Background: an optimization exercise with open tools, aiming at small area, a short achievable clock period and few clock cycles per item. Do not read the settings as production practice. RTL that was checked went through simulation tests only; none was proved equivalent to the original. Function not checked in run 1: the RTL went through the layout flow alone. Power is estimated from default activity; no workload was simulated.

[design/flow/design.v]
module varvara_bus (
    input  wire        clk,
    input  wire        rst,           
    input  wire        acc_valid,
    input  wire        acc_write,
    input  wire [7:0]  acc_addr,
    input  wire [7:0]  acc_wdata,
    output wire        acc_done,
    output wire [7:0]  acc_rdata,
    input  wire [7:0]  core_wst,
    input  wire [7:0]  core_rst,
    output wire        core_wst_we,
    output wire        core_rst_we,
    output wire [7:0]  core_sp_wdata,
    input  wire [15:0] surf_w,
    input  wire [15:0] surf_h,
    output wire        fill_req,
    output wire [15:0] fill_x,
    output wire [15:0] fill_y,
    output wire [15:0] fill_w,
    output wire [15:0] fill_h,
    output wire [1:0]  fill_colour,
    output wire        fill_fg,
    input  wire        fill_rsp,
    input  wire        fill_ok,
    output wire        con_req,
    output wire        con_chan,
    output wire [7:0]  con_byte,
    input  wire        con_rsp,
    input  wire        con_ok,
    input  wire [15:0] rtc_year,
    input  wire [7:0]  rtc_month0,
    input  wire [7:0]  rtc_day0,
    input  wire [7:0]  rtc_hour,
    input  wire [7:0]  rtc_minute,
    input  wire [7:0]  rtc_second,
    input  wire [7:0]  rtc_weekday,
    input  wire [15:0] rtc_yday,
    output wire        diag_valid,
    output wire [2:0]  diag_code,
    output wire [7:0]  diag_addr,
    output wire [7:0]  diag_data,
    output wire        halt,
    output wire [15:0] palette0,
    output wire [15:0] palette1,
    output wire [15:0] palette2,
    output wire [15:0] palette3,
    output wire [3:0]  scr_length,
    output wire        scr_auto_sprite
);
    wire       do_wr = acc_valid &  acc_write;
    wire       do_rd = acc_valid & ~acc_write;
    wire [3:0] page  = acc_addr[7:4];
    function automatic stored(input [7:0] a);
        stored = !(a == 8'h04 || a == 8'h05 ||
                   (a >= 8'h22 && a <= 8'h25) ||
                   (a >= 8'hC0 && a <= 8'hC9));
    endfunction
    function automatic lt16(input [15:0] a, input [15:0] b);
        reg [15:0] g, e, ng, ne;
        integer k, s;
        begin
            g = ~a & b;
            e = ~(a ^ b);
            for (s = 1; s < 16; s = s * 2) begin
                ng = g; ne = e;
                for (k = 0; k < 16; k = k + 1)
                    if (k >= s) begin
                        ng[k] = g[k] | (e[k] & g[k-s]);
                        ne[k] = e[k] & e[k-s];
                    end
                g = ng; e = ne;
            end
            lt16 = g[15];
        end
    endfunction
    function automatic [15:0] sub16(input [15:0] a, input [15:0] b);
        reg [15:0] p, g, pp, gg, ng, np;
        integer k, s;
        begin
            p  = ~(a ^ b);
            g  = a & ~b;
            gg = {g[15:1], g[0] | p[0]};     
            pp = p;
            for (s = 1; s < 16; s = s * 2) begin
                ng = gg; np = pp;
                for (k = 0; k < 16; k = k + 1)
                    if (k >= s) begin
                        ng[k] = gg[k] | (pp[k] & gg[k-s]);
                        np[k] = pp[k] & pp[k-s];
                    end
                gg = ng; pp = np;
            end
            sub16 = p ^ {gg[14:0], 1'b1};
        end
    endfunction
    wire [2047:0] shadow;                        
    wire [7:0]    wdata_r = rst ? 8'h00 : acc_wdata;
    wire [15:0]   en_hi = rst ? 16'hFFFF : do_wr ? (16'd1 << acc_addr[7:4]) : 16'd0;
    wire [15:0]   en_lo = rst ? 16'hFFFF : (16'd1 << acc_addr[3:0]);
    genvar g;
    generate
        for (g = 0; g < 256; g = g + 1) begin : sh
            if (stored(g)) begin : r
                reg [7:0] q;
                always @(posedge clk)
                    if (en_hi[g/16] && en_lo[g%16])
                        q <= wdata_r;
                assign shadow[g*8 +: 8] = q;
            end else begin : z
                assign shadow[g*8 +: 8] = 8'h00;
            end
        end
    endgenerate
    wire [7:0] sh_08 = shadow[8'h08*8 +: 8];
    wire [7:0] sh_09 = shadow[8'h09*8 +: 8];
    wire [7:0] sh_0a = shadow[8'h0A*8 +: 8];
    wire [7:0] sh_0b = shadow[8'h0B*8 +: 8];
    wire [7:0] sh_0c = shadow[8'h0C*8 +: 8];
    wire [7:0] sh_0f = shadow[8'h0F*8 +: 8];
    wire [7:0] sh_26 = shadow[8'h26*8 +: 8];
    wire [7:0] sh_28 = shadow[8'h28*8 +: 8];
    wire [7:0] sh_29 = shadow[8'h29*8 +: 8];
    wire [7:0] sh_2a = shadow[8'h2A*8 +: 8];
    wire [7:0] sh_2b = shadow[8'h2B*8 +: 8];
    wire [7:0] sh_ca = shadow[8'hCA*8 +: 8];
    wire auto_x = sh_26[0];
    wire auto_y = sh_26[1];
    reg  [15:0] scr_x;
    reg  [15:0] scr_y;
    wire is_draw   = do_wr && acc_addr == 8'h2E;
    wire d_fill    = acc_wdata[7];
    wire d_flip_x  = acc_wdata[4];
    wire d_flip_y  = acc_wdata[5];
    wire in_bounds = lt16(scr_x, surf_w) && lt16(scr_y, surf_h);
    wire pixel_ok  = is_draw && !d_fill && in_bounds && fill_rsp && fill_ok;
    always @(posedge clk) begin
        if (rst) begin
            scr_x <= 16'd0;
            scr_y <= 16'd0;
        end else begin
            if (do_wr && acc_addr == 8'h28)      scr_x <= {acc_wdata, sh_29};
            else if (do_wr && acc_addr == 8'h29) scr_x <= {sh_28, acc_wdata};
            else if (pixel_ok && auto_x)         scr_x <= scr_x + 16'd1;
            if (do_wr && acc_addr == 8'h2A)      scr_y <= {acc_wdata, sh_2b};
            else if (do_wr && acc_addr == 8'h2B) scr_y <= {sh_2a, acc_wdata};
            else if (pixel_ok && auto_y)         scr_y <= scr_y + 16'd1;
        end
    end
    reg [7:0] rd_value;
    always @* begin
        case (acc_addr)
            8'h04:   rd_value = core_wst;
            8'h05:   rd_value = core_rst;
            8'h22:   rd_value = surf_w[15:8];
            8'h23:   rd_value = surf_w[7:0];
            8'h24:   rd_value = surf_h[15:8];
            8'h25:   rd_value = surf_h[7:0];
            8'h28:   rd_value = scr_x[15:8];
            8'h29:   rd_value = scr_x[7:0];
            8'h2A:   rd_value = scr_y[15:8];
            8'h2B:   rd_value = scr_y[7:0];
            8'hC0:   rd_value = rtc_year[15:8];
            8'hC1:   rd_value = rtc_year[7:0];
            8'hC2:   rd_value = rtc_month0;
            8'hC3:   rd_value = rtc_day0;
            8'hC4:   rd_value = rtc_hour;
            8'hC5:   rd_value = rtc_minute;
            8'hC6:   rd_value = rtc_second;
            8'hC7:   rd_value = rtc_weekday;
            8'hC8:   rd_value = rtc_yday[15:8];
            8'hC9:   rd_value = rtc_yday[7:0];
            default: rd_value = shadow[{acc_addr, 3'b000} +: 8];
        endcase
    end
    assign acc_rdata = rd_value;
    wire wr_audio = page == 4'h3 || page == 4'h4 || page == 4'h5 || page == 4'h6;
    wire wr_file  = page == 4'hA || page == 4'hB;
    wire wr_sys   = (acc_addr == 8'h03 || acc_addr == 8'h0E) && acc_wdata != 8'h00;
    assign core_wst_we   = do_wr && acc_addr == 8'h04;
    assign core_rst_we   = do_wr && acc_addr == 8'h05;
    assign core_sp_wdata = acc_wdata;
    assign diag_valid = (do_wr && (wr_sys || wr_audio || wr_file)) ||
                        (do_rd && acc_addr == 8'hCA);
    assign diag_code  = !acc_write ? 3'd4 :
                        wr_file    ? 3'd3 :
                        wr_audio   ? 3'd2 :
                        {2'b00, acc_addr[3]};
    assign diag_addr  = acc_addr;
    assign diag_data  = acc_write ? acc_wdata : sh_ca;
    assign con_req  = do_wr && acc_addr[7:1] == 7'h0C;
    assign con_chan = acc_addr[0];
    assign con_byte = acc_wdata;
    assign fill_req    = is_draw && (d_fill || in_bounds);
    assign fill_x      = (d_fill && d_flip_x) ? 16'd0 : scr_x;
    assign fill_y      = (d_fill && d_flip_y) ? 16'd0 : scr_y;
    assign fill_w      = !d_fill ? 16'd1 : d_flip_x ? scr_x : sub16(surf_w, scr_x);
    assign fill_h      = !d_fill ? 16'd1 : d_flip_y ? scr_y : sub16(surf_h, scr_y);
    assign fill_colour = acc_wdata[1:0];
    assign fill_fg     = acc_wdata[6];
    assign acc_done = acc_valid && !(con_req && !con_rsp) && !(fill_req && !fill_rsp);
    wire [15:0] b8  = {8'd0, sh_08};
    wire [15:0] b9  = {8'd0, sh_09};
    wire [15:0] b10 = {8'd0, shadow[8'h0A*8 +: 8]};
    wire [15:0] b11 = {8'd0, sh_0b};
    wire [15:0] b12 = {8'd0, sh_0c};
    assign palette0 = (b8 << 1) | (b9 >> 1);
    assign palette1 = ((b9 & 16'h0001) << 2) | b10;
    assign palette2 = (b10 << 1) | (b11 >> 1);
    assign palette3 = ((b11 & 16'h0001) << 2) | b12;
    assign halt            = sh_0f != 8'h00;
    assign scr_length      = sh_26[7:4];
    assign scr_auto_sprite = sh_26[2];
endmodule
[design/flow/run.sh]
#!/bin/bash
# synth_recipe.tcl (not shown) runs the flow's synth.tcl, then flattens the netlist and writes it again
# the make line also repeats each setting of config.mk as NAME=value (left out here)
make -C /OpenROAD-flow-scripts/flow DESIGN_CONFIG=/design/flow/config.mk WORK_HOME=/design/flow/orfs CLKGATE_MAP_FILE= SYNTH_SCRIPT=/design/flow/synth_recipe.tcl finish
[design/flow/config.mk]
export PLATFORM = sky130hd
export DESIGN_NAME = varvara_bus
export DESIGN_NICKNAME = varvara_bus
export VERILOG_FILES = /design/flow/design.v
export SDC_FILE = /design/flow/constraint.sdc
export NUM_CORES = 4
export LEC_CHECK = 0
export CAP_MARGIN = 20
export CORE_MARGIN = 2
export CORE_UTILIZATION = 40
export PLACE_DENSITY = 0.6
export SETUP_SLACK_MARGIN = 1.2
export SLEW_MARGIN = 20
export TNS_END_PERCENT = 10
[design/flow/constraint.sdc]
create_clock -name core_clock -period 5.0 [get_ports {clk}]
set_input_delay 1.0000 -clock core_clock [delete_from_list [all_inputs] [get_ports {clk}]]
set_output_delay 1.0000 -clock core_clock [all_outputs]
set_load 0.01 [all_outputs]
==> summary.txt, run 1 <==
# TYPE chip_impl_metric gauge
chip_impl_info{name="status",value="no timing/DRC/antenna violations"} 1
chip_impl_metric{name="finalHoldViolations",unit=""} 0
chip_impl_info{name="hold_path_class",value="reg -> reg"} 1
chip_impl_metric{name="core.rowCount",unit=""} 165
chip_impl_metric{name="top_cell_type_s_share_of_synthesized_area",unit="%"} 71.0
chip_impl_metric{name="vdd_drop_max",unit="V"} 0.000318
chip_impl_metric{name="global_placement_routability_congestion",unit=""} 0.974
chip_impl_metric{name="ys_warn_count",unit=""} 1
chip_impl_metric{name="die_x",unit="um"} 455
chip_impl_metric{name="clock_sinks",unit=""} 1952
chip_impl_metric{name="dr_wl_met3",unit="um"} 22200
chip_impl_metric{name="worst-path-max-fanout",unit=""} 7
chip_impl_metric{name="wl_met2",unit="um"} 125000
chip_impl_info{name="rsz0062_at_grt",value="true"} 1
chip_impl_metric{name="synthDistinctLibCells",unit=""} 79
chip_impl_metric{name="cts_made_buffers",unit=""} 194
chip_impl_metric{name="detail_route.wl_per_cell",unit="um"} 31.9
chip_impl_metric{name="place.port_buffers",unit=""} 307
chip_impl_metric{name="die-area",unit="um^2"} 207000
chip_impl_metric{name="critical_path_required",unit="ns"} 4.00
chip_impl_metric{name="initial_core_util",unit="%"} 40.2
chip_impl_metric{name="final_core_utilization",unit="%"} 49.7
chip_impl_info{name="worst_setup_path_start_kind",value="primary input"} 1
chip_impl_info{name="synth.area.top_cells",value="sky130_fd_sc_hd__edfxtp_1, sky130_fd_sc_hd__mux4_2, sky130_fd_sc_hd__nor2_1"} 1
chip_impl_metric{name="finish.net_count",unit=""} 5573
chip_impl_metric{name="wirelength",unit="um"} 262000
chip_impl_metric{name="synth_enable_flop_cells",unit=""} 1920
chip_impl_metric{name="place_area",unit="um^2"} 92400
chip_impl_metric{name="r2r.worst_path.cells",unit=""} 14
chip_impl_metric{name="power_leakage",unit="nW"} 32.9
chip_impl_metric{name="fillers",unit=""} 16593
chip_impl_metric{name="fmaxAchievable",unit="MHz"} 202
chip_impl_metric{name="final_worst_path_cycle_share",unit="%"} 98.9
chip_impl_info{name="end_kind",value="output port"} 1
chip_impl_metric{name="whs_path_depth",unit=""} 2
chip_impl_metric{name="final.setup_skew",unit="ns"} 0.0178
chip_impl_metric{name="drtAntennaViolNets",unit=""} 0
chip_impl_info{name="dominantRegCellSynth",value="sky130_fd_sc_hd__edfxtp_1"} 1
chip_impl_info{name="tritoncts",value="built"} 1
chip_impl_metric{name="htree_levels",unit=""} 4
chip_impl_metric{name="hpwlAfterDp",unit="um"} 180000
chip_impl_metric{name="layout-drive-gt1-share",unit="%"} 32.7
chip_impl_metric{name="grt_first_pass_wirelength",unit="um"} 362000
chip_impl_metric{name="ys_seq_elements",unit=""} 1952
chip_impl_metric{name="m1WireLength",unit="um"} 101000
chip_impl_metric{name="syn2layout_area_growth",unit="%"} 23.6
chip_impl_metric{name="coreArea",unit="um^2"} 202000
chip_impl_metric{name="detail_route.drc_violations",unit=""} 0
chip_impl_metric{name="post-route-cell-area",unit="um^2"} 100000
chip_impl_info{name="critical_path_class",value="in -> out"} 1
chip_impl_metric{name="wp_data_arrival",unit="ns"} 3.94
chip_impl_metric{name="fp.dieH",unit="um"} 455
chip_impl_metric{name="ctsHoldBuffers",unit=""} 0
chip_impl_metric{name="overall_global_routing_resource_usage",unit="%"} 25.0
chip_impl_metric{name="top_level_ports",unit=""} 339
chip_impl_metric{name="fin_setup_tns",unit="ns"} 0
chip_impl_metric{name="drv_slew",unit=""} 0
chip_impl_metric{name="yosysSeqAreaShare",unit="%"} 71.8
chip_impl_metric{name="antenna_found_initial",unit=""} 18
chip_impl_metric{name="insertion_delay",unit="ns"} 0.84
chip_impl_info{name="top_layer_used",value="met5"} 1
chip_impl_metric{name="asyncSetResetFlopFracSynth",unit="%"} 0
chip_impl_metric{name="maxCapViolCount",unit=""} 0
chip_impl_metric{name="report.final.setup_viol",unit=""} 0
chip_impl_metric{name="initialDrtViolationCount",unit=""} 5897
chip_impl_info{name="clock_tree.root_cell",value="sky130_fd_sc_hd__clkbuf_16"} 1
chip_impl_metric{name="overflow",unit=""} 0
chip_impl_metric{name="post-route-min-period",unit="ns"} 4.94
chip_impl_metric{name="slew_headroom",unit="%"} 15.1
chip_impl_metric{name="syn_inst",unit=""} 4404
chip_impl_metric{name="ctsLongestPathBuffers",unit=""} 3
chip_impl_metric{name="vias",unit=""} 47657
chip_impl_metric{name="clkTransAtPathRegs",unit="ns"} 0.06
chip_impl_info{name="synthDominantAreaCellType",value="sky130_fd_sc_hd__edfxtp_1"} 1
chip_impl_metric{name="timing_worst_slew_pin_value",unit="ns"} 1.27
chip_impl_metric{name="grt_start_max_net_pins",unit=""} 203
chip_impl_metric{name="avgViaCountPerCell",unit=""} 5.80
chip_impl_metric{name="detailedRoute.firstPassIterationCount",unit=""} 10
chip_impl_metric{name="synth.cell_area",unit="um^2"} 81200
chip_impl_metric{name="synth_area_per_cell",unit="um^2"} 18.4
chip_impl_metric{name="via_count_of_the_first_global_routing_pass",unit=""} 46694
chip_impl_metric{name="powerDensity",unit="nW/um^2"} 383
## cells in the final DEF (no fill, tap or decap), types with 19 or more instances in the layout
cell type,netlist,routed
sky130_fd_sc_hd__a211oi_1,44,41
sky130_fd_sc_hd__mux2_2,23,23
sky130_fd_sc_hd__clkbuf_16,0,200
sky130_fd_sc_hd__conb_1,1,30
sky130_fd_sc_hd__clkinv_2,1,33
sky130_fd_sc_hd__buf_4,117,681
sky130_fd_sc_hd__xnor2_1,39,39
sky130_fd_sc_hd__clkdlybuf4s50_1,0,258
sky130_fd_sc_hd__mux2i_1,110,106
sky130_fd_sc_hd__o21ai_0,96,82
sky130_fd_sc_hd__and2_1,24,23
sky130_fd_sc_hd__nand2_1,153,145
sky130_fd_sc_hd__nor3_1,37,26
sky130_fd_sc_hd__clkbuf_1,131,35
sky130_fd_sc_hd__edfxtp_1,1920,1920
sky130_fd_sc_hd__nand3_1,52,46
sky130_fd_sc_hd__clkinv_1,0,43
sky130_fd_sc_hd__ha_1,36,35
sky130_fd_sc_hd__nor2_1,370,350
sky130_fd_sc_hd__inv_1,49,44
sky130_fd_sc_hd__mux4_2,507,507
sky130_fd_sc_hd__a221oi_1,23,19
sky130_fd_sc_hd__buf_12,1,76
sky130_fd_sc_hd__a22oi_1,85,69
sky130_fd_sc_hd__a21oi_1,166,141
sky130_fd_sc_hd__dfxtp_1,32,25
sky130_fd_sc_hd__buf_6,19,28
## layer usage
| layer | track usage (%) | vias up |
|---|---|---|
| li1 | - | 19788 |
| met1 | 32.5 | 24885 |
| met2 | 40.4 | 2472 |
| met3 | 5.32 | 508 |
| met4 | 11.5 | 4 |
| met5 | 0 | - |
## worst paths after layout
check,from,endpoint,slack (ns)
worst max-delay path,acc_addr[0],acc_rdata[1],0.06
worst max register to register,scr_x[10],scr_y[1],1.87
worst min-delay path,scr_y[12],scr_y[12],0.54
worst min register to register,scr_y[12],scr_y[12],0.54
## final cells by class
cell class | instances | area [um^2] | share of cell area (%)
clock buffers | 232 | 5060 | 5.04
inverters | 50 | 193 | 0.192
repair buffers | 1109 | 10500 | 10.5
clock inverters | 121 | 1210 | 1.21
well taps | 2672 | 3340 | 3.33
flip-flops and latches | 1952 | 58300 | 58.1
multi-input cells | 2076 | 21800 | 21.7
diodes | 8 | 20.0 | 0.0199
## cell usage after synthesis (37+ instances only)
library cell	count
sky130_fd_sc_hd__a22oi_1	85
sky130_fd_sc_hd__nor2_1	370
sky130_fd_sc_hd__a211oi_1	44
sky130_fd_sc_hd__o21ai_0	96
sky130_fd_sc_hd__inv_1	49
sky130_fd_sc_hd__a21oi_1	166
sky130_fd_sc_hd__clkbuf_1	131
sky130_fd_sc_hd__buf_4	117
sky130_fd_sc_hd__buf_2	59
sky130_fd_sc_hd__nor3_1	37
sky130_fd_sc_hd__xnor2_1	39
sky130_fd_sc_hd__edfxtp_1	1920
sky130_fd_sc_hd__mux4_2	507
sky130_fd_sc_hd__nand3_1	52
sky130_fd_sc_hd__mux2i_1	110
sky130_fd_sc_hd__nand2_1	153
## stage by stage
step	hold slack (ns)	instances	total power [mW]	worst slack, ns
finish	0.541	8220	38.5	0.0574
global route	0.569	8215	39.5	0.0811
CTS	0.538	8173	38.6	0.0858
detailed placement	0.529	7791	24.2	-1.07
global placement	0.521	7790	24.1	-1.06
floorplan	0.503	4433	22.0	0.936
## worst max-delay path, cell delays in order
cell	delay, ns
sky130_fd_sc_hd__buf_16	0.15
sky130_fd_sc_hd__buf_12	0.17
sky130_fd_sc_hd__buf_12	0.14
sky130_fd_sc_hd__buf_16	0.15
sky130_fd_sc_hd__nand2_4	0.06
sky130_fd_sc_hd__buf_6	0.10
sky130_fd_sc_hd__nor3_4	0.04
sky130_fd_sc_hd__clkbuf_16	0.17
sky130_fd_sc_hd__a22oi_2	0.31
sky130_fd_sc_hd__nor2_1	0.09
sky130_fd_sc_hd__buf_4	0.15
sky130_fd_sc_hd__a21oi_4	0.13
sky130_fd_sc_hd__o2111ai_4	0.15
sky130_fd_sc_hd__nor4_4	0.54
sky130_fd_sc_hd__buf_4	0.21
sky130_fd_sc_hd__o21ai_4	0.06
sky130_fd_sc_hd__buf_6	0.13
sky130_fd_sc_hd__buf_6	0.11
## flip-flops by register name (all words and copies together) (netlist names)
register  cells
scr_y        16
sh.r.q     1920
scr_x        16
## logic make-up (layout without fill, tap and decap cells)
family / Yosys count / count (layout) / share of synthesized area [%]
DFF: 1952 / 1952 / 71.8
muxes: 640 / 640 / 15.7
adders and majority gates: 38 / 38 / 0.604
AOI/OAI and AO/OA: 562 / 562 / 4.49
xor gates and xnor gates: 47 / 47 / 0.507
other: 1 / 38 / 0.00462
buffers and inverters: 405 / 1512 / 2.71
and+or+nand+nor: 759 / 759 / 4.16
## what timing repair did
action	4_1_cts	5_1_grt
setup endpoints to repair	49	50
setup buffers	22	36
gates cloned	7	2
gates resized for setup	168	126
pin swaps	29	41
## report_power, final
group / switching, mW / internal, mW / total (mW)
Combinational: 2.48 / 1.86 / 4.34
Sequential: 0.332 / 19.4 / 19.7
Clock: 6.30 / 8.14 / 14.4
==> inputs of run 2 (changes only) <==
--- a/design/flow/design.v
+++ b/design/flow/design.v
@@ -57,46 +57,6 @@
                    (a >= 8'hC0 && a <= 8'hC9));
     endfunction
-    function automatic lt16(input [15:0] a, input [15:0] b);
-        reg [15:0] g, e, ng, ne;
-        integer k, s;
-        begin
-            g = ~a & b;
-            e = ~(a ^ b);
-            for (s = 1; s < 16; s = s * 2) begin
-                ng = g; ne = e;
-                for (k = 0; k < 16; k = k + 1)
-                    if (k >= s) begin
-                        ng[k] = g[k] | (e[k] & g[k-s]);
-                        ne[k] = e[k] & e[k-s];
-                    end
-                g = ng; e = ne;
-            end
-            lt16 = g[15];
-        end
-    endfunction
-    function automatic [15:0] sub16(input [15:0] a, input [15:0] b);
-        reg [15:0] p, g, pp, gg, ng, np;
-        integer k, s;
-        begin
-            p  = ~(a ^ b);
-            g  = a & ~b;
-            gg = {g[15:1], g[0] | p[0]};     
-            pp = p;
-            for (s = 1; s < 16; s = s * 2) begin
-                ng = gg; np = pp;
-                for (k = 0; k < 16; k = k + 1)
-                    if (k >= s) begin
-                        ng[k] = gg[k] | (pp[k] & gg[k-s]);
-                        np[k] = pp[k] & pp[k-s];
-                    end
-                gg = ng; pp = np;
-            end
-            sub16 = p ^ {gg[14:0], 1'b1};
-        end
-    endfunction
     wire [2047:0] shadow;                        
     wire [7:0]    wdata_r = rst ? 8'h00 : acc_wdata;
-    wire [15:0]   en_hi = rst ? 16'hFFFF : do_wr ? (16'd1 << acc_addr[7:4]) : 16'd0;
-    wire [15:0]   en_lo = rst ? 16'hFFFF : (16'd1 << acc_addr[3:0]);
     genvar g;
     generate
@@ -105,5 +65,5 @@
                 reg [7:0] q;
                 always @(posedge clk)
-                    if (en_hi[g/16] && en_lo[g%16])
+                    if (rst || (do_wr && acc_addr == g))
                         q <= wdata_r;
                 assign shadow[g*8 +: 8] = q;
@@ -133,5 +93,5 @@
     wire d_flip_x  = acc_wdata[4];
     wire d_flip_y  = acc_wdata[5];
-    wire in_bounds = lt16(scr_x, surf_w) && lt16(scr_y, surf_h);
+    wire in_bounds = (scr_x < surf_w) && (scr_y < surf_h);
     wire pixel_ok  = is_draw && !d_fill && in_bounds && fill_rsp && fill_ok;
     always @(posedge clk) begin
@@ -195,6 +155,6 @@
     assign fill_x      = (d_fill && d_flip_x) ? 16'd0 : scr_x;
     assign fill_y      = (d_fill && d_flip_y) ? 16'd0 : scr_y;
-    assign fill_w      = !d_fill ? 16'd1 : d_flip_x ? scr_x : sub16(surf_w, scr_x);
-    assign fill_h      = !d_fill ? 16'd1 : d_flip_y ? scr_y : sub16(surf_h, scr_y);
+    assign fill_w      = !d_fill ? 16'd1 : d_flip_x ? scr_x : surf_w - scr_x;
+    assign fill_h      = !d_fill ? 16'd1 : d_flip_y ? scr_y : surf_h - scr_y;
     assign fill_colour = acc_wdata[1:0];
     assign fill_fg     = acc_wdata[6];
--- a/design/flow/config.mk
+++ b/design/flow/config.mk
@@ -10,5 +10,3 @@
 export CORE_UTILIZATION = 40
 export PLACE_DENSITY = 0.6
-export SETUP_SLACK_MARGIN = 1.2
 export SLEW_MARGIN = 20
-export TNS_END_PERCENT = 10
==> summary.txt, run 2 <==
# TYPE chip_impl_metric gauge
chip_impl_metric{name="antenna_found_initial",unit=""} 3
chip_impl_metric{name="drtAntennaViolNets",unit=""} 0
chip_impl_metric{name="report.final.setup_viol",unit=""} 1
chip_impl_metric{name="critical_path.max_stage_delay",unit="ns"} 0.56
chip_impl_info{name="netlist_top_cells_count",value="sky130_fd_sc_hd__edfxtp_1, sky130_fd_sc_hd__nand2_1, sky130_fd_sc_hd__mux4_2"} 1
chip_impl_metric{name="die_x",unit="um"} 458
chip_impl_metric{name="largest_reg_flops",unit=""} 1920
chip_impl_metric{name="powerDensity",unit="nW/um^2"} 380
chip_impl_metric{name="syn2layout_area_growth",unit="%"} 22.2
chip_impl_metric{name="avgViaCountPerCell",unit=""} 5.89
chip_impl_metric{name="synth_area_per_cell",unit="um^2"} 17.4
chip_impl_metric{name="hpwlAfterDp",unit="um"} 185000
chip_impl_metric{name="maxCapViolCount",unit=""} 0
chip_impl_metric{name="power_frac_seq",unit="%"} 51.5
chip_impl_metric{name="p_sw_share",unit="%"} 23.7
chip_impl_info{name="reg.largest.list",value="sh.r.q x1920, scr_x x16, scr_y x16"} 1
chip_impl_info{name="synthDominantAreaCellType",value="sky130_fd_sc_hd__edfxtp_1"} 1
chip_impl_metric{name="timing_worst_slew_pin_value",unit="ns"} 1.17
chip_impl_info{name="rsz0062_at_grt",value="false"} 1
chip_impl_metric{name="critical_path_required",unit="ns"} 4.00
chip_impl_info{name="checkFailReasons",value="negative setup slack"} 1
chip_impl_metric{name="synthDistinctLibCells",unit=""} 87
chip_impl_metric{name="cts_made_buffers",unit=""} 193
chip_impl_metric{name="syn_inst",unit=""} 4748
chip_impl_metric{name="power_leakage",unit="nW"} 35.0
chip_impl_info{name="worstSetupStartpoint",value="acc_addr[1]"} 1
chip_impl_metric{name="cellInternalPower",unit="mW"} 29.3
chip_impl_metric{name="synth_compound_gate_area_share",unit="%"} 5.04
chip_impl_info{name="synth.area.top_cells",value="sky130_fd_sc_hd__edfxtp_1, sky130_fd_sc_hd__mux4_2, sky130_fd_sc_hd__nand2_1"} 1
chip_impl_metric{name="grt_start_max_net_pins",unit=""} 209
chip_impl_metric{name="vias",unit=""} 49979
chip_impl_metric{name="final_core_utilization",unit="%"} 49.2
chip_impl_metric{name="initialDrtViolationCount",unit=""} 6652
chip_impl_metric{name="via_count_of_the_first_global_routing_pass",unit=""} 49235
chip_impl_info{name="path_cells",value="buf_12, buf_12, buf_12, buf_12, mux4_2, mux2i_4, o32ai_2, a211oi_2, buf_4, o2111ai_1, nor3_1, a31oi_1, buf_4, dlygate4sd2_1"} 1
chip_impl_metric{name="synthAdderAreaFrac",unit="%"} 0.563
chip_impl_metric{name="yosys.area_share.xor_xnor",unit="%"} 0.445
chip_impl_metric{name="ys_warn_count",unit=""} 1
chip_impl_metric{name="clkTransAtPathRegs",unit="ns"} 0.06
chip_impl_metric{name="layout-drive-gt1-share",unit="%"} 29.3
chip_impl_info{name="synth.most_common_cell",value="sky130_fd_sc_hd__edfxtp_1"} 1
chip_impl_metric{name="final.setup_skew",unit="ns"} 0.0159
chip_impl_metric{name="top_level_ports",unit=""} 339
chip_impl_metric{name="initial_core_util",unit="%"} 40.3
chip_impl_info{name="layout_commonest_cell",value="sky130_fd_sc_hd__edfxtp_1"} 1
chip_impl_metric{name="insertion_delay",unit="ns"} 0.85
chip_impl_metric{name="ys_seq_elements",unit=""} 1952
chip_impl_metric{name="slew_headroom",unit="%"} 22.1
chip_impl_metric{name="worst-path-max-fanout",unit=""} 14
chip_impl_metric{name="grt_first_pass_wirelength",unit="um"} 376000
chip_impl_info{name="cp_common_cell",value="sky130_fd_sc_hd__buf_12"} 1
chip_impl_metric{name="fp.dieH",unit="um"} 458
chip_impl_metric{name="drv_slew",unit=""} 0
chip_impl_info{name="regMostFlops",value="sh.r.q"} 1
chip_impl_info{name="status",value="complete, but fails checks"} 1
chip_impl_info{name="r2r-start",value="scr_x[4]"} 1
chip_impl_metric{name="fmaxAchievable",unit="MHz"} 200
chip_impl_metric{name="totalPowerFinal",unit="mW"} 38.4
chip_impl_info{name="end_kind",value="output port"} 1
chip_impl_metric{name="htree_levels",unit=""} 4
chip_impl_metric{name="p_sw",unit="mW"} 9.10
chip_impl_info{name="critical_path_class",value="in -> out"} 1
chip_impl_metric{name="detail_route.wl_per_cell",unit="um"} 31.8
chip_impl_metric{name="setup_ws",unit="ns"} -0.0107
chip_impl_metric{name="ctsHoldBuffers",unit=""} 0
chip_impl_metric{name="synthSimpleGateAreaFrac",unit="%"} 5.82
chip_impl_metric{name="wp_data_arrival",unit="ns"} 4.01
chip_impl_metric{name="asyncSetResetFlopFracSynth",unit="%"} 0
chip_impl_metric{name="core.rowCount",unit=""} 166
chip_impl_metric{name="top_cell_type_s_share_of_synthesized_area",unit="%"} 69.8
chip_impl_info{name="tritoncts",value="built"} 1
chip_impl_info{name="holdCritStartpoint",value="scr_y[8]"} 1
chip_impl_metric{name="finish.net_count",unit=""} 5820
chip_impl_metric{name="vdd_drop_max",unit="V"} 0.000345
chip_impl_metric{name="post-route-min-period",unit="ns"} 5.01
chip_impl_info{name="clock_tree.root_cell",value="sky130_fd_sc_hd__clkbuf_16"} 1
chip_impl_info{name="hold_path_class",value="reg -> reg"} 1
chip_impl_metric{name="die-area",unit="um^2"} 210000
chip_impl_metric{name="clock_sinks",unit=""} 1952
chip_impl_metric{name="clock_power_share",unit="%"} 37.7
chip_impl_info{name="critical_path.slowest_cell",value="sky130_fd_sc_hd__mux4_2"} 1
chip_impl_info{name="combinational_family_with_the_most_area_after_synthesis",value="multiplexers"} 1
chip_impl_metric{name="synth_mux_area_share",unit="%"} 14.5
chip_impl_metric{name="pwr-share-comb",unit="%"} 10.8
chip_impl_metric{name="overall_global_routing_resource_usage",unit="%"} 25.3
chip_impl_metric{name="detailedRoute.firstPassIterationCount",unit=""} 8
chip_impl_info{name="final_cell_mix",value="sky130_fd_sc_hd__edfxtp_1, sky130_fd_sc_hd__nand2_1, sky130_fd_sc_hd__buf_4, sky130_fd_sc_hd__mux4_2, sky130_fd_sc_hd__clkdlybuf4s50_1"} 1
chip_impl_metric{name="synth_enable_flop_cells",unit=""} 1920
chip_impl_metric{name="place.port_buffers",unit=""} 307
chip_impl_metric{name="finalHoldViolations",unit=""} 0
chip_impl_metric{name="overflow",unit=""} 0
chip_impl_metric{name="ctsLongestPathBuffers",unit=""} 3
chip_impl_metric{name="yosysSeqAreaShare",unit="%"} 70.6
chip_impl_metric{name="wirelength",unit="um"} 270000
chip_impl_metric{name="detail_route.drc_violations",unit=""} 0
chip_impl_metric{name="coreArea",unit="um^2"} 205000
chip_impl_info{name="worst_setup_path_start_kind",value="primary input"} 1
chip_impl_metric{name="global_placement_routability_congestion",unit=""} 0.955
chip_impl_metric{name="synth.cell_area",unit="um^2"} 82600
chip_impl_metric{name="final_worst_path_cycle_share",unit="%"} 100
chip_impl_info{name="dominantRegCellSynth",value="sky130_fd_sc_hd__edfxtp_1"} 1
run 2: logic make-up after synthesis:
kind of cell	Yosys count
adders and majority gates	36
DFF	1952
buffers and inverters	463
other	1
AOI/OAI and AO/OA	581
xor gates and xnor gates	42
and+or+nand+nor	1070
muxes	603
run 2: layout make-up:
| type | count | area, um^2 |
|---|---|---|
| Clock inverter | 123 | 1180 |
| Sequential cell | 1952 | 58300 |
| Tap cell | 2688 | 3360 |
| Inverter | 50 | 200 |
| Fill cell | 16902 | 104000 |
| Clock buffer | 234 | 5030 |
| Antenna cell | 3 | 7.51 |
| Multi-Input combinational cell | 2362 | 22600 |
| Timing Repair Buffer | 1073 | 10200 |
run 2: worst max-delay path: cells and delay by family:
kind | cells | cell delay, ns
compound gates | 4 | 0.68
simple gates | 1 | 0.20
mux | 2 | 0.79
buf+inv | 7 | 1.28
run 2: repair_timing:
item | in CTS | in global routing
pin swaps | 30 | 22
endpoints found under the setup margin | 23 | 22
gates cloned | 5 | 0
resized for setup | 134 | 43
setup buffers | 27 | 19
run 2: through the flow:
step	setup slack (ns)	cells	area, um^2	hold slack [ns]	TNS, ns
floorplan	-0.796	4777	82800	0.521	-955.57
global placement	-1.25	8078	93600	0.571	-8.13
detailed placement	-1.12	8078	93600	0.577	-7.86
CTS	-0.185	8465	101000	0.588	-0.185
global route	0.00321	8482	101000	0.633	0
finish	-0.0107	8485	101000	0.585	-0.0107
run 2: path summary, 6_finish.rpt:
kind,cells after the start,slack (ns),end
max,14,-0.01,acc_rdata[6]
min,2,0.58,scr_y[8]
max reg2reg,11,1.51,scr_y[0]
min reg2reg,2,0.58,scr_y[8]
run 2: power by group through the flow:
stage | Clock (mW) | Combinational (mW) | Sequential (mW)
after floorplan | 0 | 2.07 | 19.9
after global routing | 15.2 | 4.28 | 19.8
after global placement | 0 | 3.98 | 20.0
after detailed placement | 0 | 4.00 | 20.1
final | 14.5 | 4.13 | 19.8
after CTS | 14.6 | 4.10 | 19.8
run 2: metal layers:
metal	share of wire, %	vias up	track usage (%)
li1	-	20783	-
met1	38	26045	32.6
met5	0.0093	-	0
met2	48	2623	41.0
met3	8.1	524	4.91
met4	5.5	4	12.6
Testbench counts of run 2, summed over its fixed seeds: cycles 67,146, accesses 48,000.
==> inputs of run 3 (changes only) <==
--- a/design/flow/design.v
+++ b/design/flow/design.v
@@ -57,6 +57,46 @@
                    (a >= 8'hC0 && a <= 8'hC9));
     endfunction
+    function automatic lt16(input [15:0] a, input [15:0] b);
+        reg [15:0] g, e, ng, ne;
+        integer k, s;
+        begin
+            g = ~a & b;
+            e = ~(a ^ b);
+            for (s = 1; s < 16; s = s * 2) begin
+                ng = g; ne = e;
+                for (k = 0; k < 16; k = k + 1)
+                    if (k >= s) begin
+                        ng[k] = g[k] | (e[k] & g[k-s]);
+                        ne[k] = e[k] & e[k-s];
+                    end
+                g = ng; e = ne;
+            end
+            lt16 = g[15];
+        end
+    endfunction
+    function automatic [15:0] sub16(input [15:0] a, input [15:0] b);
+        reg [15:0] p, g, pp, gg, ng, np;
+        integer k, s;
+        begin
+            p  = ~(a ^ b);
+            g  = a & ~b;
+            gg = {g[15:1], g[0] | p[0]};     
+            pp = p;
+            for (s = 1; s < 16; s = s * 2) begin
+                ng = gg; np = pp;
+                for (k = 0; k < 16; k = k + 1)
+                    if (k >= s) begin
+                        ng[k] = gg[k] | (pp[k] & gg[k-s]);
+                        np[k] = pp[k] & pp[k-s];
+                    end
+                gg = ng; pp = np;
+            end
+            sub16 = p ^ {gg[14:0], 1'b1};
+        end
+    endfunction
     wire [2047:0] shadow;                        
     wire [7:0]    wdata_r = rst ? 8'h00 : acc_wdata;
+    wire [15:0]   en_hi = rst ? 16'hFFFF : do_wr ? (16'd1 << acc_addr[7:4]) : 16'd0;
+    wire [15:0]   en_lo = rst ? 16'hFFFF : (16'd1 << acc_addr[3:0]);
     genvar g;
     generate
@@ -65,5 +105,5 @@
                 reg [7:0] q;
                 always @(posedge clk)
-                    if (rst || (do_wr && acc_addr == g))
+                    if (en_hi[g/16] && en_lo[g%16])
                         q <= wdata_r;
                 assign shadow[g*8 +: 8] = q;
@@ -93,5 +133,5 @@
     wire d_flip_x  = acc_wdata[4];
     wire d_flip_y  = acc_wdata[5];
-    wire in_bounds = (scr_x < surf_w) && (scr_y < surf_h);
+    wire in_bounds = lt16(scr_x, surf_w) && lt16(scr_y, surf_h);
     wire pixel_ok  = is_draw && !d_fill && in_bounds && fill_rsp && fill_ok;
     always @(posedge clk) begin
@@ -108,31 +148,44 @@
         end
     end
-    reg [7:0] rd_value;
+    reg       live;
+    reg [7:0] live_value;
     always @* begin
+        live = 1'b1;
         case (acc_addr)
-            8'h04:   rd_value = core_wst;
-            8'h05:   rd_value = core_rst;
-            8'h22:   rd_value = surf_w[15:8];
-            8'h23:   rd_value = surf_w[7:0];
-            8'h24:   rd_value = surf_h[15:8];
-            8'h25:   rd_value = surf_h[7:0];
-            8'h28:   rd_value = scr_x[15:8];
-            8'h29:   rd_value = scr_x[7:0];
-            8'h2A:   rd_value = scr_y[15:8];
-            8'h2B:   rd_value = scr_y[7:0];
-            8'hC0:   rd_value = rtc_year[15:8];
-            8'hC1:   rd_value = rtc_year[7:0];
-            8'hC2:   rd_value = rtc_month0;
-            8'hC3:   rd_value = rtc_day0;
-            8'hC4:   rd_value = rtc_hour;
-            8'hC5:   rd_value = rtc_minute;
-            8'hC6:   rd_value = rtc_second;
-            8'hC7:   rd_value = rtc_weekday;
-            8'hC8:   rd_value = rtc_yday[15:8];
-            8'hC9:   rd_value = rtc_yday[7:0];
-            default: rd_value = shadow[{acc_addr, 3'b000} +: 8];
+            8'h04:   live_value = core_wst;
+            8'h05:   live_value = core_rst;
+            8'h22:   live_value = surf_w[15:8];
+            8'h23:   live_value = surf_w[7:0];
+            8'h24:   live_value = surf_h[15:8];
+            8'h25:   live_value = surf_h[7:0];
+            8'h28:   live_value = scr_x[15:8];
+            8'h29:   live_value = scr_x[7:0];
+            8'h2A:   live_value = scr_y[15:8];
+            8'h2B:   live_value = scr_y[7:0];
+            8'hC0:   live_value = rtc_year[15:8];
+            8'hC1:   live_value = rtc_year[7:0];
+            8'hC2:   live_value = rtc_month0;
+            8'hC3:   live_value = rtc_day0;
+            8'hC4:   live_value = rtc_hour;
+            8'hC5:   live_value = rtc_minute;
+            8'hC6:   live_value = rtc_second;
+            8'hC7:   live_value = rtc_weekday;
+            8'hC8:   live_value = rtc_yday[15:8];
+            8'hC9:   live_value = rtc_yday[7:0];
+            default: begin
+                live       = 1'b0;
+                live_value = 8'h00;
+            end
         endcase
     end
-    assign acc_rdata = rd_value;
+    reg [7:0] rd_q;             
+    reg       rd_second;        
+    wire      sh_rd = do_rd && !live;
+    always @(posedge clk) begin
+        rd_q <= shadow[{acc_addr, 3'b000} +: 8];
+        if (rst) rd_second <= 1'b0;
+        else     rd_second <= sh_rd && !rd_second;
+    end
+    assign acc_rdata = live ? live_value : rd_q;
     wire wr_audio = page == 4'h3 || page == 4'h4 || page == 4'h5 || page == 4'h6;
     wire wr_file  = page == 4'hA || page == 4'hB;
@@ -142,5 +195,5 @@
     assign core_sp_wdata = acc_wdata;
     assign diag_valid = (do_wr && (wr_sys || wr_audio || wr_file)) ||
-                        (do_rd && acc_addr == 8'hCA);
+                        (do_rd && acc_addr == 8'hCA && !rd_second);
     assign diag_code  = !acc_write ? 3'd4 :
                         wr_file    ? 3'd3 :
@@ -155,9 +208,10 @@
     assign fill_x      = (d_fill && d_flip_x) ? 16'd0 : scr_x;
     assign fill_y      = (d_fill && d_flip_y) ? 16'd0 : scr_y;
-    assign fill_w      = !d_fill ? 16'd1 : d_flip_x ? scr_x : surf_w - scr_x;
-    assign fill_h      = !d_fill ? 16'd1 : d_flip_y ? scr_y : surf_h - scr_y;
+    assign fill_w      = !d_fill ? 16'd1 : d_flip_x ? scr_x : sub16(surf_w, scr_x);
+    assign fill_h      = !d_fill ? 16'd1 : d_flip_y ? scr_y : sub16(surf_h, scr_y);
     assign fill_colour = acc_wdata[1:0];
     assign fill_fg     = acc_wdata[6];
-    assign acc_done = acc_valid && !(con_req && !con_rsp) && !(fill_req && !fill_rsp);
+    assign acc_done = acc_valid && !(con_req && !con_rsp) && !(fill_req && !fill_rsp) &&
+                      !(sh_rd && !rd_second);
     wire [15:0] b8  = {8'd0, sh_08};
     wire [15:0] b9  = {8'd0, sh_09};
--- a/design/flow/config.mk
+++ b/design/flow/config.mk
@@ -10,3 +10,5 @@
 export CORE_UTILIZATION = 40
 export PLACE_DENSITY = 0.6
+export SETUP_SLACK_MARGIN = 1.8
 export SLEW_MARGIN = 20
+export TNS_END_PERCENT = 10
==> summary.txt, run 3 <==
# TYPE chip_impl_metric gauge
chip_impl_metric{name="slew_headroom",unit="%"} 19.9
chip_impl_metric{name="totalPowerFinal",unit="mW"} 37.9
chip_impl_info{name="critical_path.slowest_cell",value="sky130_fd_sc_hd__a211o_1"} 1
chip_impl_metric{name="coreArea",unit="um^2"} 202000
chip_impl_metric{name="filler_free_cell_count_of_the_finished_design",unit=""} 7993
chip_impl_info{name="worst_setup_path_start_kind",value="primary input"} 1
chip_impl_metric{name="initial_core_util",unit="%"} 40.2
chip_impl_metric{name="top_level_ports",unit=""} 339
chip_impl_metric{name="asyncSetResetFlopFracSynth",unit="%"} 0
chip_impl_metric{name="critical_path.max_stage_delay",unit="ns"} 0.34
chip_impl_metric{name="fmaxAchievable",unit="MHz"} 233
chip_impl_metric{name="core.rowCount",unit=""} 165
chip_impl_metric{name="whs_path_depth",unit=""} 2
chip_impl_info{name="netlist_top_cells_count",value="sky130_fd_sc_hd__edfxtp_1, sky130_fd_sc_hd__mux4_2, sky130_fd_sc_hd__nor2_1"} 1
chip_impl_metric{name="total_area_of_multi_input_combinational_cells",unit="um^2"} 22400
chip_impl_metric{name="final.setup_skew",unit="ns"} 0.0609
chip_impl_metric{name="detail_route.wl_per_cell",unit="um"} 32.0
chip_impl_info{name="tritoncts",value="built"} 1
chip_impl_metric{name="htree_levels",unit=""} 4
chip_impl_metric{name="detail_route.drc_violations",unit=""} 0
chip_impl_info{name="holdCritStartpoint",value="scr_y[9]"} 1
chip_impl_info{name="hold_path_class",value="reg -> reg"} 1
chip_impl_info{name="status",value="no timing/DRC/antenna violations"} 1
chip_impl_metric{name="layout-drive-gt1-share",unit="%"} 33.2
chip_impl_info{name="dominantRegCellSynth",value="sky130_fd_sc_hd__edfxtp_1"} 1
chip_impl_metric{name="final_core_utilization",unit="%"} 49.0
chip_impl_metric{name="timing_worst_slew_pin_value",unit="ns"} 1.20
chip_impl_metric{name="maxCapViolCount",unit=""} 0
chip_impl_metric{name="powerDensity",unit="nW/um^2"} 383
chip_impl_info{name="rsz0062_at_grt",value="true"} 1
chip_impl_metric{name="antenna_found_initial",unit=""} 6
chip_impl_metric{name="synth_enable_flop_cells",unit=""} 1920
chip_impl_metric{name="finish.net_count",unit=""} 5346
chip_impl_metric{name="synthDistinctLibCells",unit=""} 81
chip_impl_info{name="synth.most_common_cell",value="sky130_fd_sc_hd__edfxtp_1"} 1
chip_impl_metric{name="die-area",unit="um^2"} 207000
chip_impl_metric{name="post-route-cell-area",unit="um^2"} 99200
chip_impl_info{name="final_cell_mix",value="sky130_fd_sc_hd__edfxtp_1, sky130_fd_sc_hd__mux4_2, sky130_fd_sc_hd__buf_4, sky130_fd_sc_hd__nor2_1, sky130_fd_sc_hd__clkdlybuf4s50_1"} 1
chip_impl_metric{name="final_worst_path_cycle_share",unit="%"} 85.9
chip_impl_metric{name="clock_sinks",unit=""} 1961
chip_impl_metric{name="synth.cell_area",unit="um^2"} 81400
chip_impl_metric{name="fillers",unit=""} 16763
chip_impl_metric{name="detailedRoute.firstPassIterationCount",unit=""} 8
chip_impl_metric{name="place_area",unit="um^2"} 90600
chip_impl_metric{name="largest_reg_flops",unit=""} 1920
chip_impl_metric{name="ys_warn_count",unit=""} 1
chip_impl_metric{name="global_placement_routability_congestion",unit=""} 0.949
chip_impl_metric{name="wp_data_arrival",unit="ns"} 3.30
chip_impl_metric{name="vias",unit=""} 46959
chip_impl_metric{name="synth_area_per_cell",unit="um^2"} 18.6
chip_impl_info{name="synthDominantAreaCellType",value="sky130_fd_sc_hd__edfxtp_1"} 1
chip_impl_info{name="r2r-start",value="scr_x[7]"} 1
chip_impl_metric{name="r2r.worst_path.cells",unit=""} 12
chip_impl_info{name="synth.area.top_cells",value="sky130_fd_sc_hd__edfxtp_1, sky130_fd_sc_hd__mux4_2, sky130_fd_sc_hd__nor2_1"} 1
chip_impl_metric{name="post-route-min-period",unit="ns"} 4.30
chip_impl_metric{name="syn2layout_area_growth",unit="%"} 21.8
chip_impl_info{name="path_cells",value="dlygate4sd2_1, ha_4, a21o_1, a211o_1, a211oi_4, a211oi_4, buf_6, a21oi_4, nor2b_4, a211oi_2, buf_4, buf_6"} 1
chip_impl_metric{name="ctsLongestPathBuffers",unit=""} 3
chip_impl_metric{name="wirelength",unit="um"} 256000
chip_impl_metric{name="overall_global_routing_resource_usage",unit="%"} 24.4
chip_impl_info{name="layout_commonest_cell",value="sky130_fd_sc_hd__edfxtp_1"} 1
chip_impl_metric{name="initialDrtViolationCount",unit=""} 5470
chip_impl_metric{name="ff_latch_area",unit="um^2"} 58500
chip_impl_metric{name="overflow",unit=""} 0
chip_impl_metric{name="report.final.setup_viol",unit=""} 0
chip_impl_metric{name="via_count_of_the_first_global_routing_pass",unit=""} 47093
chip_impl_info{name="clock_tree.root_cell",value="sky130_fd_sc_hd__clkbuf_16"} 1
chip_impl_metric{name="syn_inst",unit=""} 4369
chip_impl_metric{name="grt_start_max_net_pins",unit=""} 203
chip_impl_info{name="reg.largest.list",value="sh.r.q x1920, scr_x x16, scr_y x16"} 1
chip_impl_metric{name="finalHoldViolations",unit=""} 0
chip_impl_metric{name="vdd_drop_max",unit="V"} 0.000410
chip_impl_info{name="end_kind",value="output port"} 1
chip_impl_metric{name="regToRegSetupSlack",unit="ns"} 1.99
chip_impl_metric{name="ys_seq_elements",unit=""} 1961
chip_impl_info{name="worstSetupStartpoint",value="surf_w[13]"} 1
chip_impl_metric{name="place.port_buffers",unit=""} 307
chip_impl_metric{name="drv_slew",unit=""} 0
chip_impl_metric{name="top_cell_type_s_share_of_synthesized_area",unit="%"} 70.8
chip_impl_metric{name="critical_path_required",unit="ns"} 4.00
chip_impl_metric{name="insertion_delay",unit="ns"} 0.88
chip_impl_info{name="critical_path_class",value="in -> out"} 1
chip_impl_metric{name="yosysSeqAreaShare",unit="%"} 71.8
chip_impl_info{name="regMostFlops",value="sh.r.q"} 1
chip_impl_metric{name="avgViaCountPerCell",unit=""} 5.88
chip_impl_metric{name="worst-path-max-fanout",unit=""} 2
chip_impl_metric{name="die_x",unit="um"} 455
chip_impl_metric{name="drtAntennaViolNets",unit=""} 0
chip_impl_metric{name="fp.dieH",unit="um"} 455
chip_impl_metric{name="dp_cells",unit=""} 7541
chip_impl_metric{name="power_leakage",unit="nW"} 31.9
chip_impl_info{name="sink_of_the_worst_hold_path",value="scr_y[9]"} 1
chip_impl_metric{name="cts_made_buffers",unit=""} 193
chip_impl_metric{name="hpwlAfterDp",unit="um"} 168000
chip_impl_info{name="worst_r2r_endpoint",value="scr_x[7]"} 1
chip_impl_metric{name="clkTransAtPathRegs",unit="ns"} 0.06
chip_impl_metric{name="grt_first_pass_wirelength",unit="um"} 356000
chip_impl_metric{name="fin_setup_tns",unit="ns"} 0
-- run 3: cell types whose count changed in the layout (fill, tap and decap cells not counted), moves of 28 or more --
cell / delta
sky130_fd_sc_hd__buf_4: -163
sky130_fd_sc_hd__mux2i_1: -54
sky130_fd_sc_hd__nand2_1: -554
sky130_fd_sc_hd__nor2_1: +205
sky130_fd_sc_hd__mux4_2: +38
sky130_fd_sc_hd__buf_6: +73
sky130_fd_sc_hd__clkdlybuf4s50_1: -54
sky130_fd_sc_hd__a211oi_1: -28
sky130_fd_sc_hd__buf_12: -38
-- run 3: per-layer routing --
metal  part of all wire (%)  wire length, um  track usage [%]
met5                      0                0                0
met4                    5.3            13600             11.9
met3                    7.7            19800             4.42
met2                     48           122000             39.2
met1                     39           101000             32.2
-- run 3: how the worst max path moves through the flow --
stage,end,depth (start not counted)
finish,acc_done,12
CTS,acc_done,12
floorplan,sh[0].r.q[7],4
global route,acc_done,13
detailed placement,acc_done,12
global placement,acc_done,12
-- run 3: where the power goes --
group	switching, mW	leakage (nW)	internal [mW]
sequential	0.343	17.2	19.5
combinational	2.40	11.7	1.70
clock	6.36	2.94	7.68
total	9.10	31.9	28.8
-- run 3: logic make-up after synthesis --
logic type / Yosys count / synth area share [%]
flip-flops: 1961 / 71.8
AND/OR/NAND/NOR: 743 / 4.29
multiplexers: 595 / 15.2
AO/OA/AOI/OAI: 593 / 5.03
buffers and inverters: 404 / 2.68
adder cells (fa/ha/maj): 38 / 0.602
XOR/XNOR: 34 / 0.366
other: 1 / 0.00461
-- run 3: worst max-delay path: cells and delay by family --
family / cells / cell delay (ns)
simple gates: 1 / 0.07
fa+ha+maj: 1 / 0.25
buf+inv: 4 / 0.69
compound gates: 6 / 1.27
-- run 3: repair_timing --
action | 4_1_cts | 5_1_grt
buffers inserted | 58 | 28
cloned | 5 | 1
hold buffers | 0 | 0
resized for setup | 608 | 120
endpoints found under the setup margin | 503 | 365
pin swaps | 114 | 85
-- run 3: layout make-up --
cell class	instances	share of cell area (%)
Antenna cell	4	0.0101
Clock buffer	254	5.11
Clock inverter	102	1.04
Timing Repair Buffer	916	8.62
Multi-Input combinational cell	2033	22.6
Inverter	51	0.227
Sequential cell	1961	59.0
Tap cell	2672	3.37
-- run 3: through the flow --
| step | worst slack [ns] | hold WS (ns) |
|---|---|---|
| 2_1_floorplan | 1.05 | 0.536 |
| 3_3_place_gp | -0.195 | 0.566 |
| 3_5_place_dp | -0.218 | 0.565 |
| 4_1_cts | 0.655 | 0.522 |
| 5_1_grt | 0.591 | 0.558 |
| 6_report | 0.703 | 0.529 |
Testbench counts of run 3, summed over its fixed seeds: cycles 76,097, accesses 48,000.

## port drivers added, routing unchanged
Ports are ideal in the flow. The routed layouts listed here were re-timed in OpenROAD.
Step 1: set_driving_cell puts a clkbuf_16 on clk and a buf_2 on each other input, an assumption about the parent block.
Step 2 times the ports against the registers' clock, not the clock port: input delays grow and output delays shrink by t, the midpoint of the rising clock arrivals with the driver on.
a / b / c = ideal / step 1 / step 2; a / b = the first two.
run	t (ns)	setup WS [ns]	worst setup path at the end	cell pins on the clock port's net
run 1	0.909	0.057 / -0.124 / -0.124	input to output	1
run 2	0.940	-0.011 / -0.209 / -0.209	input to output	1
run 3	0.936	0.703 / 0.623 / 0.460	input to register	1
Met with ideal ports but missed after step 2: setup timing in run 1. The setup slack of run 3, which loses most, moves by -0.080 ns with the drivers and by -0.243 ns with both steps.
